This is an optimization exercise on Yosys and OpenROAD, whose aim is small area, not a production implementation.
The RTL was checked by simulation tests, not by an equivalence proof against the original design.
Power is estimated from default activity; no workload was simulated.

[flow/config.mk]
export PLATFORM = sky130hd
export DESIGN_NAME = tempmon_core
export DESIGN_NICKNAME = tempmon_core
export VERILOG_FILES = /design/flow/design.v
export SDC_FILE = /design/flow/constraint.sdc
export NUM_CORES = 4
export LEC_CHECK = 0
export CAP_MARGIN = 20
export CORE_MARGIN = 2
export CORE_UTILIZATION = 40
export PLACE_DENSITY = 0.6
export SLEW_MARGIN = 20
[flow/constraint.sdc]
create_clock -name core_clock -period 8.0 [get_ports {clk}]
set_input_delay 1.6000 -clock core_clock [delete_from_list [all_inputs] [get_ports {clk}]]
set_output_delay 1.6000 -clock core_clock [all_outputs]
set_load 0.01 [all_outputs]
[flow/design.v]
module tempmon_core (
    input  wire        clk,
    input  wire        rst,
    input  wire        cmd_valid,
    input  wire [15:0] cmd_word,
    input  wire        tick_valid,
    output wire        ready,
    output reg  [15:0] resp,
    input  wire [15:0] rx_avail,
    input  wire [7:0]  rx_data,
    output wire        rx_pop,
    output wire        tx_valid,
    output reg  [7:0]  tx_data,
    input  wire        tx_ready
);
    localparam [15:0] RX_CAP     = 16'd16;
    localparam [15:0] TX_CAP     = 16'd16;
    localparam [15:0] PACE_DELAY = 16'd1;
    localparam [2:0] S_START = 3'd0, S_CMD = 3'd1, S_LEN = 3'd2, S_DATA = 3'd3,
                     S_CRCL = 3'd4, S_CRCH = 3'd5, S_END = 3'd6, S_OVF = 3'd7;
    localparam [2:0] R_INCOMPLETE = 3'd0, R_FRAME = 3'd1, R_BADCRC = 3'd2,
                     R_NOTERM = 3'd3, R_OVERFLOW = 3'd4;
    localparam [2:0] F_NONE = 3'd0, F_TIMEOUT = 3'd1, F_MISMATCH = 3'd5;
    localparam [1:0] P_IDLE = 2'd0, P_WAIT = 2'd1, P_PACE = 2'd2, P_DONE = 2'd3;
    localparam [1:0] T_NONE = 2'd0, T_OK = 2'd1, T_NOREPLY = 2'd2;
    localparam [2:0] ST_OK = 3'd0, ST_BUSY = 3'd1, ST_FULL = 3'd2,
                     ST_ILLEGAL = 3'd3, ST_RANGE = 3'd4;
    function [15:0] crc_step(input [15:0] acc, input [7:0] b);
        integer i;
        reg [15:0] a;
        begin
            a = acc ^ {8'h00, b};
            for (i = 0; i < 8; i = i + 1)
                a = a[0] ? ((a >> 1) ^ 16'hA001) : (a >> 1);
            crc_step = a;
        end
    endfunction
    reg [15:0] crc_acc;
    reg [7:0]  req_cmd;
    reg [15:0] req_len;
    reg [7:0]  req_buf [0:15];
    reg [2:0]  dec_state;
    reg [1:0]  dec_lidx;
    reg [7:0]  dec_cmd;
    reg [15:0] dec_len;
    reg [15:0] dec_pcount;
    reg [15:0] dec_crc_run;
    reg [15:0] dec_crc_rx;
    reg [2:0]  dec_result;
    reg [7:0]  dec_buf [0:15];
    reg        frm_valid;
    reg [7:0]  frm_cmd;
    reg [15:0] frm_len;
    reg [15:0] frm_crc;
    reg [7:0]  frm_buf [0:15];
    reg [1:0]  txn_phase;
    reg [1:0]  txn_result;
    reg [2:0]  last_fail;
    reg [7:0]  attempts_left;
    reg [7:0]  attempt_cnt;
    reg [15:0] deadline_cnt;
    reg [15:0] poll_cnt;
    reg [15:0] pace_cnt;
    reg [7:0]  max_attempts;
    reg [15:0] timeout;
    reg [15:0] poll_interval;
    reg [15:0] idx;
    reg [2:0]  opst;
    reg        sending;
    reg [5:0]  tx_pos;
    reg [15:0] tx_crc;
    wire in_wait   = (txn_phase == P_WAIT);
    wire in_pace   = (txn_phase == P_PACE);
    wire txn_busy  = in_wait | in_pace;
    wire poll_open = in_wait && (poll_cnt == 16'd0);
    wire rx_any    = (rx_avail != 16'd0);
    wire ev_feed   = !sending && poll_open && rx_any;
    wire ev_close  = !sending && poll_open && !rx_any &&
                     ((deadline_cnt == 16'd0) || (poll_interval != 16'd0));
    wire ev_resend = !sending && in_pace && (pace_cnt == 16'd0);
    assign ready  = !sending && !ev_feed && !ev_close && !ev_resend;
    assign rx_pop = ev_feed;
    wire do_cmd  = ready && cmd_valid;
    wire do_tick = ready && !cmd_valid && tick_valid;
    wire [7:0] op  = cmd_word[15:8];
    wire [7:0] imm = cmd_word[7:0];
    reg op_known, op_zfmt, op_busy;
    always @* begin
        op_known = 1'b1;
        op_zfmt  = 1'b0;
        op_busy  = 1'b0;
        case (op)
            8'h00: op_zfmt = 1'b1;                          
            8'h01: op_zfmt = 1'b1;                          
            8'h02: ;                                        
            8'h10: begin op_zfmt = 1'b1; op_busy = 1'b1; end  
            8'h11: op_busy = 1'b1;                          
            8'h12: op_busy = 1'b1;                          
            8'h13: begin op_zfmt = 1'b1; op_busy = 1'b1; end  
            8'h20: begin op_zfmt = 1'b1; op_busy = 1'b1; end  
            8'h21: op_busy = 1'b1;                          
            8'h30: ;                                        
            8'h31: ;                                        
            8'h32: ;                                        
            8'h40, 8'h41, 8'h42, 8'h43, 8'h44: op_busy = 1'b1;  
            8'h48: begin op_zfmt = 1'b1; op_busy = 1'b1; end  
            default: op_known = 1'b0;
        endcase
    end
    reg        sel_known;
    reg        sel_buf;
    reg [15:0] sel_len;
    reg [7:0]  sel_byte;
    reg [15:0] sel_value;
    always @* begin
        sel_known = 1'b1;
        sel_buf   = 1'b0;
        sel_len   = 16'd0;
        sel_byte  = 8'h00;
        sel_value = 16'h0000;
        case (imm)
            8'h00: sel_value = {5'b0, opst, txn_result, txn_phase, frm_valid, dec_state};
            8'h01: sel_value = crc_acc;
            8'h02: sel_value = {8'h00, req_cmd};
            8'h03: sel_value = req_len;
            8'h04: begin sel_buf = 1'b1; sel_len = req_len; sel_byte = req_buf[idx[3:0]]; end
            8'h08: sel_value = {13'b0, dec_state};
            8'h09: sel_value = {13'b0, dec_result};
            8'h0A: sel_value = {8'h00, dec_cmd};
            8'h0B: sel_value = dec_len;
            8'h0C: sel_value = dec_pcount;
            8'h0D: sel_value = dec_crc_run;
            8'h0E: sel_value = dec_crc_rx;
            8'h0F: begin sel_buf = 1'b1; sel_len = dec_pcount; sel_byte = dec_buf[idx[3:0]]; end
            8'h10: sel_value = {15'b0, frm_valid};
            8'h11: sel_value = {8'h00, frm_cmd};
            8'h12: sel_value = frm_len;
            8'h13: begin sel_buf = 1'b1; sel_len = frm_len; sel_byte = frm_buf[idx[3:0]]; end
            8'h14: sel_value = frm_crc;
            8'h18: sel_value = {14'b0, txn_phase};
            8'h19: sel_value = {14'b0, txn_result};
            8'h1A: sel_value = {13'b0, last_fail};
            8'h1B: sel_value = {8'h00, attempts_left};
            8'h1C: sel_value = {8'h00, attempt_cnt};
            8'h1D: sel_value = deadline_cnt;
            8'h1E: sel_value = poll_cnt;
            8'h1F: sel_value = pace_cnt;
            8'h20: sel_value = {8'h00, max_attempts};
            8'h21: sel_value = timeout;
            8'h22: sel_value = poll_interval;
            8'h23: sel_value = idx;
            8'h24: sel_value = rx_avail;
            8'h25: sel_value = {14'b0, dec_lidx};
            8'h28: sel_value = RX_CAP;
            8'h29: sel_value = TX_CAP;
            8'h2A: sel_value = PACE_DELAY;
            default: sel_known = 1'b0;
        endcase
    end
    reg [2:0] cmd_status;
    always @* begin
        if (!op_known)
            cmd_status = ST_ILLEGAL;
        else if (op_zfmt && imm != 8'h00)
            cmd_status = ST_ILLEGAL;
        else if (op_busy && txn_busy)
            cmd_status = ST_BUSY;
        else if (op == 8'h12 && req_len == TX_CAP)
            cmd_status = ST_FULL;
        else if (op == 8'h32 && !sel_known)
            cmd_status = ST_ILLEGAL;
        else if (op == 8'h32 && sel_buf && !(idx < sel_len))
            cmd_status = ST_RANGE;
        else
            cmd_status = ST_OK;
    end
    wire cmd_ok = do_cmd && (cmd_status == ST_OK);
    wire       dec_do   = ev_feed || (cmd_ok && op == 8'h21);
    wire [7:0] dec_byte = ev_feed ? rx_data : imm;
    reg [2:0]  n_state;
    reg [1:0]  n_lidx;
    reg [7:0]  n_cmd;
    reg [15:0] n_len;
    reg [15:0] n_pcount;
    reg [15:0] n_crc_run;
    reg [15:0] n_crc_rx;
    reg [2:0]  n_result;
    reg        n_buf_we;
    reg        n_frame;
    always @* begin
        n_state   = dec_state;
        n_lidx    = dec_lidx;
        n_cmd     = dec_cmd;
        n_len     = dec_len;
        n_pcount  = dec_pcount;
        n_crc_run = dec_crc_run;
        n_crc_rx  = dec_crc_rx;
        n_result  = R_INCOMPLETE;
        n_buf_we  = 1'b0;
        n_frame   = 1'b0;
        case (dec_state)
            S_START: begin
                if (dec_byte == 8'h55) begin
                    n_cmd     = 8'h00;
                    n_len     = 16'd0;
                    n_lidx    = 2'd0;
                    n_pcount  = 16'd0;
                    n_crc_rx  = 16'h0000;
                    n_crc_run = 16'hFFFF;
                    n_state   = S_CMD;
                end
            end
            S_CMD: begin
                n_cmd     = dec_byte;
                n_crc_run = crc_step(dec_crc_run, dec_byte);
                n_state   = S_LEN;
            end
            S_LEN: begin
                n_crc_run = crc_step(dec_crc_run, dec_byte);
                if (dec_lidx == 2'd0) begin
                    n_len  = {8'h00, dec_byte};
                    n_lidx = 2'd1;
                end else begin
                    n_len   = {dec_byte, dec_len[7:0]};
                    n_lidx  = 2'd2;
                    n_state = (n_len != 16'd0) ? S_DATA : S_CRCL;
                end
            end
            S_DATA: begin
                if (dec_pcount == RX_CAP) begin
                    n_state = S_OVF;
                end else begin
                    n_buf_we  = 1'b1;
                    n_pcount  = dec_pcount + 16'd1;
                    n_crc_run = crc_step(dec_crc_run, dec_byte);
                    if (n_pcount == dec_len)
                        n_state = S_CRCL;
                end
            end
            S_CRCL: begin
                n_crc_rx = {8'h00, dec_byte};
                n_state  = S_CRCH;
            end
            S_CRCH: begin
                n_crc_rx = {dec_byte, dec_crc_rx[7:0]};
                n_state  = S_END;
            end
            S_END: begin
                if (dec_byte == 8'hAA && dec_crc_rx == dec_crc_run) begin
                    n_result = R_FRAME;
                    n_frame  = 1'b1;
                end else if (dec_byte == 8'hAA) begin
                    n_result = R_BADCRC;
                end else begin
                    n_result = R_NOTERM;
                end
                n_state = S_START;
            end
            default: begin  
                n_result = R_OVERFLOW;
                n_state  = S_START;
            end
        endcase
    end
    wire [5:0] tx_len6 = req_len[5:0];
    wire [5:0] tx_last = tx_len6 + 6'd6;
    assign tx_valid = sending;
    always @* begin
        if (tx_pos == 6'd0)
            tx_data = 8'h55;
        else if (tx_pos == 6'd1)
            tx_data = req_cmd;
        else if (tx_pos == 6'd2)
            tx_data = req_len[7:0];
        else if (tx_pos == 6'd3)
            tx_data = req_len[15:8];
        else if (tx_pos < tx_len6 + 6'd4)
            tx_data = req_buf[tx_pos[3:0] - 4'd4];
        else if (tx_pos == tx_len6 + 6'd4)
            tx_data = tx_crc[7:0];
        else if (tx_pos == tx_len6 + 6'd5)
            tx_data = tx_crc[15:8];
        else
            tx_data = 8'hAA;
    end
    integer k;
    wire start_send_cmd = cmd_ok && (op == 8'h13 || (op == 8'h48 && max_attempts != 8'd0));
    wire txn_send       = (cmd_ok && op == 8'h48 && max_attempts != 8'd0) || ev_resend;
    wire feed_frame_ok = ev_feed && n_frame && (dec_cmd == req_cmd);
    wire feed_fail     = ev_feed && (n_result != R_INCOMPLETE) && !feed_frame_ok;
    wire [2:0] feed_reason = n_frame ? F_MISMATCH : n_result;
    wire close_fail    = ev_close && (deadline_cnt == 16'd0);
    wire do_fail       = feed_fail || close_fail;
    wire [2:0] fail_reason = close_fail ? F_TIMEOUT : feed_reason;
    always @(posedge clk) begin
        if (rst) begin
            crc_acc       <= 16'hFFFF;
            req_cmd       <= 8'h00;
            req_len       <= 16'd0;
            dec_state     <= S_START;
            dec_lidx      <= 2'd0;
            dec_cmd       <= 8'h00;
            dec_len       <= 16'd0;
            dec_pcount    <= 16'd0;
            dec_crc_run   <= 16'hFFFF;
            dec_crc_rx    <= 16'h0000;
            dec_result    <= R_INCOMPLETE;
            frm_valid     <= 1'b0;
            frm_cmd       <= 8'h00;
            frm_len       <= 16'd0;
            frm_crc       <= 16'h0000;
            txn_phase     <= P_IDLE;
            txn_result    <= T_NONE;
            last_fail     <= F_NONE;
            attempts_left <= 8'd0;
            attempt_cnt   <= 8'd0;
            deadline_cnt  <= 16'd0;
            poll_cnt      <= 16'd0;
            pace_cnt      <= 16'd0;
            max_attempts  <= 8'd0;
            timeout       <= 16'd0;
            poll_interval <= 16'd0;
            idx           <= 16'd0;
            resp          <= 16'h0000;
            opst          <= ST_OK;
            sending       <= 1'b0;
            tx_pos        <= 6'd0;
            tx_crc        <= 16'hFFFF;
        end else begin
            if (do_cmd)
                opst <= cmd_status;
            if (cmd_ok) begin
                case (op)
                    8'h01: crc_acc <= 16'hFFFF;
                    8'h02: crc_acc <= crc_step(crc_acc, imm);
                    8'h10: req_len <= 16'd0;
                    8'h11: req_cmd <= imm;
                    8'h12: begin
                        req_buf[req_len[3:0]] <= imm;
                        req_len <= req_len + 16'd1;
                    end
                    8'h30: idx[7:0]  <= imm;
                    8'h31: idx[15:8] <= imm;
                    8'h32: resp <= sel_buf ? {8'h00, sel_byte} : sel_value;
                    8'h40: max_attempts <= imm;
                    8'h41: timeout[7:0]  <= imm;
                    8'h42: timeout[15:8] <= imm;
                    8'h43: poll_interval[7:0]  <= imm;
                    8'h44: poll_interval[15:8] <= imm;
                    8'h48: begin
                        frm_valid     <= 1'b0;
                        txn_result    <= T_NONE;
                        last_fail     <= F_NONE;
                        attempt_cnt   <= 8'd0;
                        attempts_left <= max_attempts;
                        if (max_attempts == 8'd0) begin
                            txn_phase  <= P_DONE;
                            txn_result <= T_NOREPLY;
                        end
                    end
                    default: ;
                endcase
            end
            if (dec_do) begin
                dec_state   <= n_state;
                dec_lidx    <= n_lidx;
                dec_cmd     <= n_cmd;
                dec_len     <= n_len;
                dec_pcount  <= n_pcount;
                dec_crc_run <= n_crc_run;
                dec_crc_rx  <= n_crc_rx;
                dec_result  <= n_result;
                if (n_buf_we)
                    dec_buf[dec_pcount[3:0]] <= dec_byte;
                if (n_frame) begin
                    frm_valid <= 1'b1;
                    frm_cmd   <= dec_cmd;
                    frm_len   <= dec_len;
                    frm_crc   <= dec_crc_rx;
                    for (k = 0; k < 16; k = k + 1)
                        frm_buf[k] <= dec_buf[k];
                end
            end
            if ((cmd_ok && op == 8'h20) || txn_send) begin
                dec_state   <= S_START;
                dec_lidx    <= 2'd0;
                dec_cmd     <= 8'h00;
                dec_len     <= 16'd0;
                dec_pcount  <= 16'd0;
                dec_crc_run <= 16'hFFFF;
                dec_crc_rx  <= 16'h0000;
                dec_result  <= R_INCOMPLETE;
            end
            if (txn_send) begin
                attempts_left <= (ev_resend ? attempts_left : max_attempts) - 8'd1;
                attempt_cnt   <= (ev_resend ? attempt_cnt : 8'd0) + 8'd1;
                deadline_cnt  <= timeout;
                poll_cnt      <= 16'd0;
                txn_phase     <= P_WAIT;
            end
            if (feed_frame_ok) begin
                txn_phase  <= P_DONE;
                txn_result <= T_OK;
            end
            if (do_fail) begin
                last_fail <= fail_reason;
                if (attempts_left != 8'd0) begin
                    txn_phase <= P_PACE;
                    pace_cnt  <= PACE_DELAY;
                end else begin
                    txn_phase  <= P_DONE;
                    txn_result <= T_NOREPLY;
                end
            end
            if (ev_close && deadline_cnt != 16'd0)
                poll_cnt <= poll_interval;
            if (do_tick) begin
                if (in_wait) begin
                    if (deadline_cnt != 16'd0) deadline_cnt <= deadline_cnt - 16'd1;
                    if (poll_cnt != 16'd0)     poll_cnt     <= poll_cnt - 16'd1;
                end else if (in_pace) begin
                    if (pace_cnt != 16'd0)     pace_cnt     <= pace_cnt - 16'd1;
                end
            end
            if (start_send_cmd || ev_resend) begin
                sending <= 1'b1;
                tx_pos  <= 6'd0;
                tx_crc  <= 16'hFFFF;
            end else if (sending && tx_ready) begin
                if (tx_pos != 6'd0 && tx_pos < tx_len6 + 6'd4)
                    tx_crc <= crc_step(tx_crc, tx_data);
                tx_pos <= tx_pos + 6'd1;
                if (tx_pos == tx_last)
                    sending <= 1'b0;
            end
        end
    end
endmodule
[flow/run.sh]
#!/bin/bash
# synth_recipe.tcl (not shown) runs the flow's synth.tcl, then flattens the netlist and writes it again
# the make line also repeats each setting of config.mk as NAME=value (left out here)
make -C /OpenROAD-flow-scripts/flow DESIGN_CONFIG=/design/flow/config.mk WORK_HOME=/design/flow/orfs CLKGATE_MAP_FILE= SYNTH_SCRIPT=/design/flow/synth_recipe.tcl finish
==> results.toml <==
[floorplan]
die_h_um = 304.6
die_w_um = 304.6
fp.dieArea_um2 = 92770
initial_core_util_pct = 40.27
rows = 110
io_pins = 72
core_area_um2 = 89740

[clocking]
numCtsBuffers = 82
cts_tree = "done"
clk_latency_ns = 0.69
cts.sinks = 718
root_buffer = "clkbuf_16"
cts.path.max_buffers = 3
htree_levels = 3
post_cts_buffers = 0
path_clk_slew_ns = 0.06
cts_resized = 0
hold_buffers = 0

[synth]
synth_fp_nets = 3434
yosys_warnings = 2
ys_ff_latch = 718
synthCells = 3340
async_flop_share_pct = 0
synth-edff-count = 384
syn-cell-area_um2 = 36140
ys_types = 102
synth.avg_cell_area_um2 = 10.82
synth_flop_cell = "edfxtp_1"
ys_seq_area_share_pct = 50.41

[job]
cap_violations = 0

[detailed_routing]
drc = 0
first_pass_iters = 9
vias = 29820
wl_per_cell_um = 30.41
finalWirelength_um = 140300
via_per_inst = 6.465
drtAntennaViolNets = 0
first_iter_violations = 4443

[setup_path]
cp_top_family = "buffers and inverters"
critPathBufInv = 4
worstSetupStartpointType = "flip-flop"
worst-path-max-fanout = 31
r2r-start = "req_len[2]"
critPathSlowestCell = "clkdlybuf4s50_1"
cp_data_arrival_time_ns = 4.72
cp-startpoint = "tx_pos[2]"
cp_slowest_stage_delay_ns = 0.67
worst-path-stages = 10
cp_common_cell = "buf_4"
worst_setup_path_end_kind = "output port"
worst-setup-path-type = "flip-flop to output port"
crit_chain = "buf_4 -> clkinv_1 -> ha_1 -> buf_4 -> mux4_2 -> o22ai_1 -> nor4_1 -> nor3_1 -> a211oi_1 -> clkdlybuf4s50_1"
rr_worst_depth = 12
required_ns = 6.40

[pwr]
p_per_area_nw_per_um2 = 196.9
seq_power_share_pct = 47.6
swShare_pct = 22.52
power.internal_w = 0.006288
p_comb_share_pct = 2.9
p_switching_w = 0.001828
vdd_ir_drop_max_v = 0.0001615
clkPwrFrac_pct = 49.5
leakage_nw = 14.12

[global_routing]
grt_antenna_before_repair = 7
grt_pass1_vias = 27840
grt_start_max_net_pins = 82
gr-total-overflow = 0
grt_pass1_wl_um = 201300
track_usage_pct = 29.50

[cells_and_area]
drive_gt1_share_pct = 13.77
layout.nets = 3463
synthToLayoutAreaGrowth_pct = 14.07
fin_cells = 4612
fill_cells = 8309

[placed_design]
place_congestion = 1.029
dp.cells = 4461
port-buffer-count = 71
dp_hpwl_um = 99450

[run_status]
status = "no timing/DRC/antenna violations"

[timing]
report.final.hold_viol_count = 0
drv_slew = 0
post-route-period-util_pct = 79.05
finalSetupTns_ns = 0
fin_skew_ns = 0.05754
rsz0062_at_grt = "false"
slew_headroom_pct = 20.95
worst_slew_pin_slew_ns = 1.182
final-setup-viol-count = 0
max_clock_freq_mhz = 158.1
final.min_clock_period_ns = 6.324

[min_path]
hp-start = "dec_buf[5][0]"
min_path_cells = 0
worstHoldPathType = "flip-flop to flip-flop"
[layer usage]
| layer | share of wire [%] | track usage, % | vias up |
|---|---|---|---|
| met1 | 40 | 40.78 | 14710 |
| met2 | 44 | 44.20 | 1893 |
| met5 | 0.035 | 0 | - |
| met4 | 5.2 | 13.80 | 8 |
| met3 | 11 | 6.328 | 371 |
| li1 | - | - | 12830 |
[synthesized netlist by cell type (36+ instances only)]
cell,n,area [um2]
a221oi_1,47,411.6
mux2i_1,115,1151
inv_1,52,195.2
and3_1,46,287.8
mux4_2,114,2567
nor3_1,121,605.6
xor2_1,60,525.5
a22oi_1,62,465.5
nor4_1,54,337.8
dfxtp_1,334,6686
edfxtp_1,384,11530
nand4_1,36,225.2
nand3_1,103,515.5
buf_2,42,210.2
nor2_1,360,1351
clkbuf_1,174,653.1
o21ai_0,121,605.6
xnor2_1,72,630.6
a21oi_1,227,1136
ha_1,49,613.1
or3_1,36,225.2
nand2_1,195,732.0
[worst register-to-register path: stages (launching register included)]
cell,delay (ns)
dfxtp_1,0.85
inv_1,0.29
ha_1,0.38
and4b_1,0.21
nand4_1,0.11
nor2_1,0.07
a21oi_1,0.29
nand4bb_1,0.43
nor2_1,0.20
buf_4,0.20
nand2_1,0.37
nor2_1,0.80
and3_1,0.62
[power by group through the flow]
stage	registers, W	clock network [W]	logic (W)
final	0.00387	0.00402	0.000232
after global routing	0.00386	0.00420	0.000239
after CTS	0.00387	0.00406	0.000224
after detailed placement	0.00395	0	0.000223
after global placement	0.00395	0	0.000224
after floorplan	0.00395	0	0.000112
[cells in the final DEF, fill, tap and decap left out, types with 52 or more instances in the layout]
cell               n
clkbuf_16         85
o21ai_0          121
edfxtp_1         384
inv_1             52
a21oi_1          227
nor3_1           115
nand2_1          194
nor2_1           353
mux2i_1          115
xor2_1            60
clkdlybuf4s50_1   65
dfxtp_1          328
mux4_2           114
a22oi_1           62
buf_4            113
xnor2_1           72
nand3_1          103
[metrics by stage]
stage	power (W)	utilization [%]	instance area (um2)	setup slack, ns	hold WS, ns
after floorplan	0.004058	-	36140	0.4274	0.4207
after global placement	0.004170	42.70	38310	0.7526	0.4243
after detailed placement	0.004169	42.71	38320	0.9968	0.4292
after CTS	0.008150	45.93	41220	1.664	0.4202
after global routing	0.008301	45.94	41220	1.449	0.4316
final	0.008116	45.94	41220	1.676	0.4227
[final timing paths]
kind / slack, ns / to
max: 1.68 / tx_data[6]
min: 0.42 / frm_buf[5][0]
max reg2reg: 2.83 / req_buf[0][2]
min reg2reg: 0.42 / frm_buf[5][0]
[final cells by class]
| cell class | count | area (um2) | share of cell area [%] |
|---|---|---|---|
| Antenna cell | 1 | 2.502 | 0.006070 |
| Clock buffer | 104 | 2262 | 5.487 |
| Clock inverter | 46 | 633.1 | 1.536 |
| Inverter | 53 | 198.9 | 0.4826 |
| Multi-Input combinational cell | 2327 | 16830 | 40.83 |
| Sequential cell | 718 | 18230 | 44.22 |
| Tap cell | 1176 | 1471 | 3.569 |
| Timing Repair Buffer | 187 | 1598 | 3.876 |
[kinds of logic after synthesis]
kind of cell	Yosys count	share of synthesized area [%]
adder cells (fa/ha/maj)	49	1.697
AND/OR/NAND/NOR	1126	15.56
buffers and inverters	295	3.390
XOR/XNOR	144	3.867
flip-flops	718	50.41
multiplexers	246	10.85
AO/OA/AOI/OAI	762	14.23

[separate check: timing with driven ports]
No port has a modelled driver above. Below, the same layout with a new extraction and two added sets of constraints. Step 1 (the two cells are an assumption about what drives the block):
set clk [get_ports {clk}]
set_driving_cell -lib_cell sky130_fd_sc_hd__clkbuf_16 $clk
set_driving_cell -lib_cell sky130_fd_sc_hd__buf_2 [delete_from_list [all_inputs] $clk]
Step 2 moves the port delays by t, midway between the first and last clock arrival at a register: inputs arrive t later, outputs are due t later. That takes back most of the time a late clock gives input paths. a / b / c = ideal / step 1 / step 2; a / b = the first two.
t, ns: 0.735
slack for setup (ns): 1.676 / 1.603 / 1.106
hold slack, ns: 0.423 / 0.423 / 0.423
slew at the worst register clock pin (ns): 0.07 / 0.07
worst slew at a driven data input, ns: 0.11
After both steps this run still meets setup and hold. For this run, drivers alone change the setup slack by -0.073 ns; drivers and shift together by -0.570 ns.
